Background: an optimization exercise with open tools, aiming at small area, a short achievable clock period and few clock cycles per item. Do not read the settings as production practice.
Only simulation tests tie the RTL to the original design; equivalence was not proved.

**run.sh**
```bash
#!/bin/bash
# synth_recipe.tcl (not shown) runs the flow's synth.tcl, then flattens the netlist and writes it again
# the make line also repeats each setting of config.mk as NAME=value (left out here)
make -C /OpenROAD-flow-scripts/flow DESIGN_CONFIG=/design/flow/config.mk WORK_HOME=/design/flow/orfs CLKGATE_MAP_FILE= SYNTH_SCRIPT=/design/flow/synth_recipe.tcl finish
```
**config.mk**
```make
export PLATFORM = sky130hd
export DESIGN_NAME = sstv_tone_alu
export DESIGN_NICKNAME = sstv_tone_alu
export VERILOG_FILES = /design/flow/design.v
export SDC_FILE = /design/flow/constraint.sdc
export NUM_CORES = 4
export LEC_CHECK = 0
export CAP_MARGIN = 20
export CORE_MARGIN = 2
export CORE_UTILIZATION = 40
export PLACE_DENSITY = 0.6
export SLEW_MARGIN = 20
```
**constraint.sdc**
```tcl
create_clock -name core_clock -period 18.0 [get_ports {clk}]
set_input_delay 3.6000 -clock core_clock [delete_from_list [all_inputs] [get_ports {clk}]]
set_output_delay 3.6000 -clock core_clock [all_outputs]
set_load 0.01 [all_outputs]
```
**design.v**
```verilog
module sstv_tone_alu (
    input  wire        clk,
    input  wire        rst,
    input  wire        in_valid,
    output wire        in_ready,
    input  wire [1:0]  in_op,
    input  wire [31:0] in_a,
    input  wire [37:0] in_b,
    output wire        out_valid,
    input  wire        out_ready,
    output wire [31:0] out_res,
    output wire [37:0] out_n
);
    localparam OP_PIXEL  = 2'd0;
    localparam OP_SCALE  = 2'd1;
    localparam OP_PIXDIV = 2'd2;
    localparam S_IDLE = 3'd0;
    localparam S_CALC = 3'd1;
    localparam S_PREP = 3'd2;
    localparam S_DIV  = 3'd3;
    localparam S_DONE = 3'd4;
    localparam [38:0] DN = 39'd510000000000;
    reg [2:0]  state;
    reg [1:0]  op_q;
    reg [31:0] a_q;
    reg [37:0] b_q;
    reg [38:0] rem;       
    reg [31:0] quo;       
    reg [38:0] dvsr;
    reg [4:0]  cnt;
    reg [31:0] res_q;
    reg [37:0] n_q;       
    reg [63:0] prod_q;    
    wire [7:0] r = a_q[23:16];
    wire [7:0] g = a_q[15:8];
    wire [7:0] b = a_q[7:0];
    wire [1:0] chan  = a_q[25:24];
    wire       blend = a_q[26];
    wire signed [40:0] rs = $signed({33'd0, r});
    wire signed [40:0] gs = $signed({33'd0, g});
    wire signed [40:0] bs = $signed({33'd0, b});
    wire signed [40:0] acc_y  =  65738 * rs + 129057 * gs +  25064 * bs;
    wire signed [40:0] acc_ry = 112439 * rs -  94154 * gs -  18285 * bs;
    wire signed [40:0] acc_by = -37945 * rs -  74494 * gs + 112439 * bs;
    wire signed [40:0] n_y  = 41'sd16000000000  + 41'sd3906 * acc_y;
    wire signed [40:0] n_ry = 41'sd128000000000 + 41'sd3906 * acc_ry;
    wire signed [40:0] n_by = 41'sd128000000000 + 41'sd3906 * acc_by;
    reg signed [40:0] n_sel;
    always @(*) begin
        case (chan)
            2'd1:    n_sel = n_ry;
            2'd2:    n_sel = n_by;
            default: n_sel = n_y;
        endcase
    end
    wire [39:0] m    = blend ? ({2'b00, n_q} + {2'b00, b_q})
                             : {1'b0, n_q, 1'b0};
    wire [39:0] mc   = (m > {1'b0, DN}) ? {1'b0, DN} : m;
    wire [71:0] fdividend = (72'd1500 * {33'd0, DN} + 72'd800 * {32'd0, mc}) << 16;
    wire [63:0] product = {32'd0, a_q} * {32'd0, b_q[31:0]};
    wire [39:0] trial    = {rem, quo[31]};
    wire        trial_ge = trial >= {1'b0, dvsr};
    wire [39:0] trial_d  = trial - {1'b0, dvsr};
    assign in_ready  = (state == S_IDLE);
    assign out_valid = (state == S_DONE);
    assign out_res   = res_q;
    assign out_n     = n_q;
    always @(posedge clk) begin
        if (rst) begin
            state <= S_IDLE;
        end else begin
            case (state)
                S_IDLE: begin
                    if (in_valid) begin
                        op_q  <= in_op;
                        a_q   <= in_a;
                        b_q   <= in_b;
                        state <= S_CALC;
                    end
                end
                S_CALC: begin
                    n_q    <= n_sel[37:0];
                    prod_q <= product;
                    state  <= S_PREP;
                end
                S_PREP: begin
                    cnt <= 5'd0;
                    if (op_q == OP_SCALE) begin
                        res_q <= prod_q[47:16];
                        n_q   <= 38'd0;
                        state <= S_DONE;
                    end else if (op_q == OP_PIXDIV) begin
                        rem   <= 39'd0;
                        quo   <= a_q;
                        dvsr  <= {23'd0, b_q[15:0]};
                        n_q   <= 38'd0;
                        state <= S_DIV;
                    end else begin
                        rem   <= fdividend[70:32];
                        quo   <= fdividend[31:0];
                        dvsr  <= DN;
                        state <= S_DIV;
                    end
                end
                S_DIV: begin
                    rem <= trial_ge ? trial_d[38:0] : trial[38:0];
                    quo <= {quo[30:0], trial_ge};
                    cnt <= cnt + 5'd1;
                    if (cnt == 5'd31) begin
                        res_q <= {quo[30:0], trial_ge};
                        state <= S_DONE;
                    end
                end
                S_DONE: begin
                    if (out_ready)
                        state <= S_IDLE;
                end
            endcase
        end
    end
endmodule
```
==> results.json <==
{
  "outcome": "finished clean",
  "met3_usage": 0.0297,
  "viasPerCell": 5.28,
  "post_cts_buffers": 0,
  "slew_headroom": 0.268,
  "setup-tns-final_ns": 0,
  "holdPathEnd": "res_q[10]",
  "finalHoldViolations": 0,
  "path_max_fanout": 9,
  "num-nets-final": 12100,
  "dpl.cell_count": 12100,
  "busiest_layer": "met2",
  "post-route-period-util": 0.873,
  "fmax_mhz": 63.6,
  "wl_mm": 256,
  "grt_pass1_wl_mm": 395,
  "syn_nets": 12100,
  "r2r_end": "n_q[37]",
  "cpMaxStageDelayCell": "edfxtp_1",
  "clk_latency_ns": 0.63,
  "setup_viol": 0,
  "fin_skew_ns": 0.0298,
  "yosysWarningCount": 1,
  "place_ws_ns": 2.27,
  "final_cell_mix": "inv_1, fa_1, ha_1",
  "pin_count": 148,
  "die_w_um": 466,
  "grt_setup_unrepaired": "no",
  "root_buffer": "clkbuf_16",
  "grt_pass1_vias": 66800,
  "path_clk_slew_ns": 0.06,
  "crit_path_frequent_cell": "inv_1",
  "antenna_left": 0,
  "globalRouteMet2Util": 0.393,
  "drive_gt1_frac": 0.0287,
  "n_fill_cell": 20800,
  "wl_per_cell_um": 21.0,
  "layout.cells.non_filler": 12200,
  "cts_resized": 0,
  "final_util": 0.432,
  "cts_max_path_buffers": 3,
  "track_usage": 0.238,
  "fin_crit_ns": 15.72,
  "met1_usage": 0.326,
  "ys_types": 93,
  "hpwl_mm": 208,
  "worstMarginPinSlew_ns": 1.08,
  "syn_to_final_growth_pct": 7.30,
  "grt_overflow_total": 0,
  "cts_tree": "built",
  "slew_violations": 0,
  "path_class": "reg2reg",
  "final_common_cell": "inv_1",
  "synth-seq-cells": 269,
  "max_stage_delay_ns": 0.69,
  "io_buffer_count": 146,
  "maxCapViolCount": 0,
  "holdBufCountCts": 0,
  "cp.buffers_inverters": 12,
  "die_area_sq_um": 217000,
  "startpoint_type": "flip-flop",
  "critPathRequiredTime_ns": 18.36,
  "holdWs_ns": 0.520,
  "hp-start": "prod_q[26]",
  "numClockSinks": 269,
  "row_count": 169,
  "htreeDepth": 2,
  "cpLargestDelayFamily": "adder cells",
  "drc": 0,
  "arrival_ns": 16.08,
  "antenna_found_initial": 11,
  "vias": 64400,
  "core-area_sq_um": 212000,
  "min_delay_path_depth": 2,
  "ys_seq_area_frac": 0.0944,
  "worstHoldPathType": "reg2reg",
  "initial_core_util": 0.402,
  "drt-initial-drc-count": 4103,
  "ff2ff_path_depth": 60,
  "rrSetupSlack_ns": 2.28,
  "first_pass_iters": 6,
  "grt_start_max_net_pins": 74,
  "syn-cell-area_sq_um": 85200,
  "synthCells": 9294,
  "avgSynthCellArea_sq_um": 9.17,
  "synth_edf_count": 266,
  "async_reset_ff_frac": 0,
  "synth-main-ff-cell": "edfxtp_1",
  "worst_slack_ns": 2.28,
  "die-height_um": 466,
  "r2r-start": "a_q[8]",
  "cts_made_buffers": 38,
  "critPathCaptureType": "flip-flop",
  "globalplace.congestion": 0.933
}
==> cell type report <==
cell class,instances,area (sq um),share of cell area
clock inverters,28,369,0.00404
diodes,8,20.0,0.000219
well taps,2821,3530,0.0386
flip-flops and latches,269,8050,0.0880
multi-input cells,6626,68200,0.746
clock buffers,42,966,0.0106
repair buffers,254,2280,0.0250
inverters,2135,8010,0.0876
==> worst register-to-register path, delay by kind of cell, from the launching register on <==
| family | cells | cell delay [ns] |
|---|---|---|
| flip-flops | 1 | 0.69 |
| buffers and inverters | 12 | 1.02 |
| XOR/XNOR | 4 | 1.18 |
| AND/OR/NAND/NOR | 10 | 1.65 |
| AO/OA/AOI/OAI | 18 | 3.93 |
| adder cells (fa/ha/maj) | 16 | 7.05 |
==> sequential cells by signal, summed over array words and instances (netlist names), 17 cells and up <==
| name | cells |
|---|---|
| n_q | 37 |
| a_q | 32 |
| dvsr | 17 |
| b_q | 38 |
| res_q | 32 |
| quo | 32 |
| prod_q | 32 |
| rem | 39 |
==> stage by stage <==
| step | area (sq um) |
|---|---|
| floorplan | 85200 |
| global placement | 90100 |
| detailed placement | 90100 |
| CTS | 91400 |
| global route | 91400 |
| finish | 91400 |
==> cell usage after synthesis, types with 10 or more instances <==
cell type	instances	share of area
a2111oi_0	19	0.0020
a211o_1	21	0.0022
a211oi_1	56	0.0049
a21boi_0	17	0.0015
a21o_1	123	0.011
a21oi_1	294	0.017
a221oi_1	14	0.0014
a22oi_1	20	0.0018
a311oi_1	14	0.0014
a31o_2	13	0.0013
a31oi_1	46	0.0034
and2_1	289	0.021
and3_1	40	0.0029
clkbuf_1	250	0.011
edfxtp_1	266	0.094
fa_1	1489	0.35
ha_1	1209	0.18
inv_1	2133	0.094
mux2i_1	53	0.0062
nand2_1	999	0.044
nand2b_1	63	0.0046
nand3_1	101	0.0059
nand4_1	33	0.0024
nor2_1	306	0.013
nor2b_1	53	0.0039
nor3_1	115	0.0068
nor3b_1	18	0.0016
nor4_1	17	0.0012
o2111ai_1	21	0.0022
o211a_1	12	0.0014
o211ai_1	32	0.0028
o21a_1	77	0.0068
o21ai_0	196	0.012
o21bai_1	76	0.0067
o22ai_1	34	0.0025
o311ai_0	14	0.0014
o31a_1	20	0.0021
o31ai_1	28	0.0025
or2_2	37	0.0027
or3_1	44	0.0032
or4_1	10	0.00088
xnor2_1	311	0.032
xor2_1	153	0.016
==> worst max-delay path by stage <==
stage	cells after the start	slack [ns]	start	end
2_1_floorplan	57	3.43	a_q[9]	n_q[37]
3_3_place_gp	60	2.29	a_q[8]	n_q[37]
3_5_place_dp	60	2.27	a_q[8]	n_q[37]
4_1_cts	60	2.25	a_q[8]	n_q[37]
5_1_grt	60	1.18	a_q[8]	n_q[37]
6_report	60	2.28	a_q[8]	n_q[37]
==> cell families after synthesis <==
| logic type | after synthesis | synth area share |
|---|---|---|
| other cells | 1 | 0.0000440 |
| mux | 60 | 0.00715 |
| fa+ha+maj | 2698 | 0.527 |
| flops | 269 | 0.0944 |
| compound gates | 1239 | 0.0987 |
| buf+inv | 2399 | 0.106 |
| simple gates | 2164 | 0.119 |
| xor+xnor | 464 | 0.0477 |
==> per-layer routing <==
layer / part of all wire / routed length, um
met1: 0.43 / 111000
met5: 0 / 0
met2: 0.47 / 120000
met3: 0.063 / 16100
met4: 0.032 / 8120
Testbench counts, summed over its fixed seeds: cycles 150,368, items 4,312.

[afterwards: timing with drivers on the ports]
Ports are ideal in the flow. The routed layout listed here was re-timed in OpenROAD. Step 1 assumes that a clkbuf_16 drives the clock port and a buf_2 every other input. Step 2 also shifts input and output timing later by t, the mid clock arrival at the registers, as if the neighbouring blocks saw the same clock. Three values: no drivers, after step 1, after step 2; two values: the first two.
t, ns: 0.690
setup slack, ns: 2.284 / 2.284 / 2.284
hold WS [ns]: 0.520 / 0.520 / 0.520
worst setup path at the end: register to register
cell pins on the clock port's net: 1
After both steps this run still meets setup and hold. The setup slack of this run moves by 0.000 ns with the drivers and by 0.000 ns with both steps.
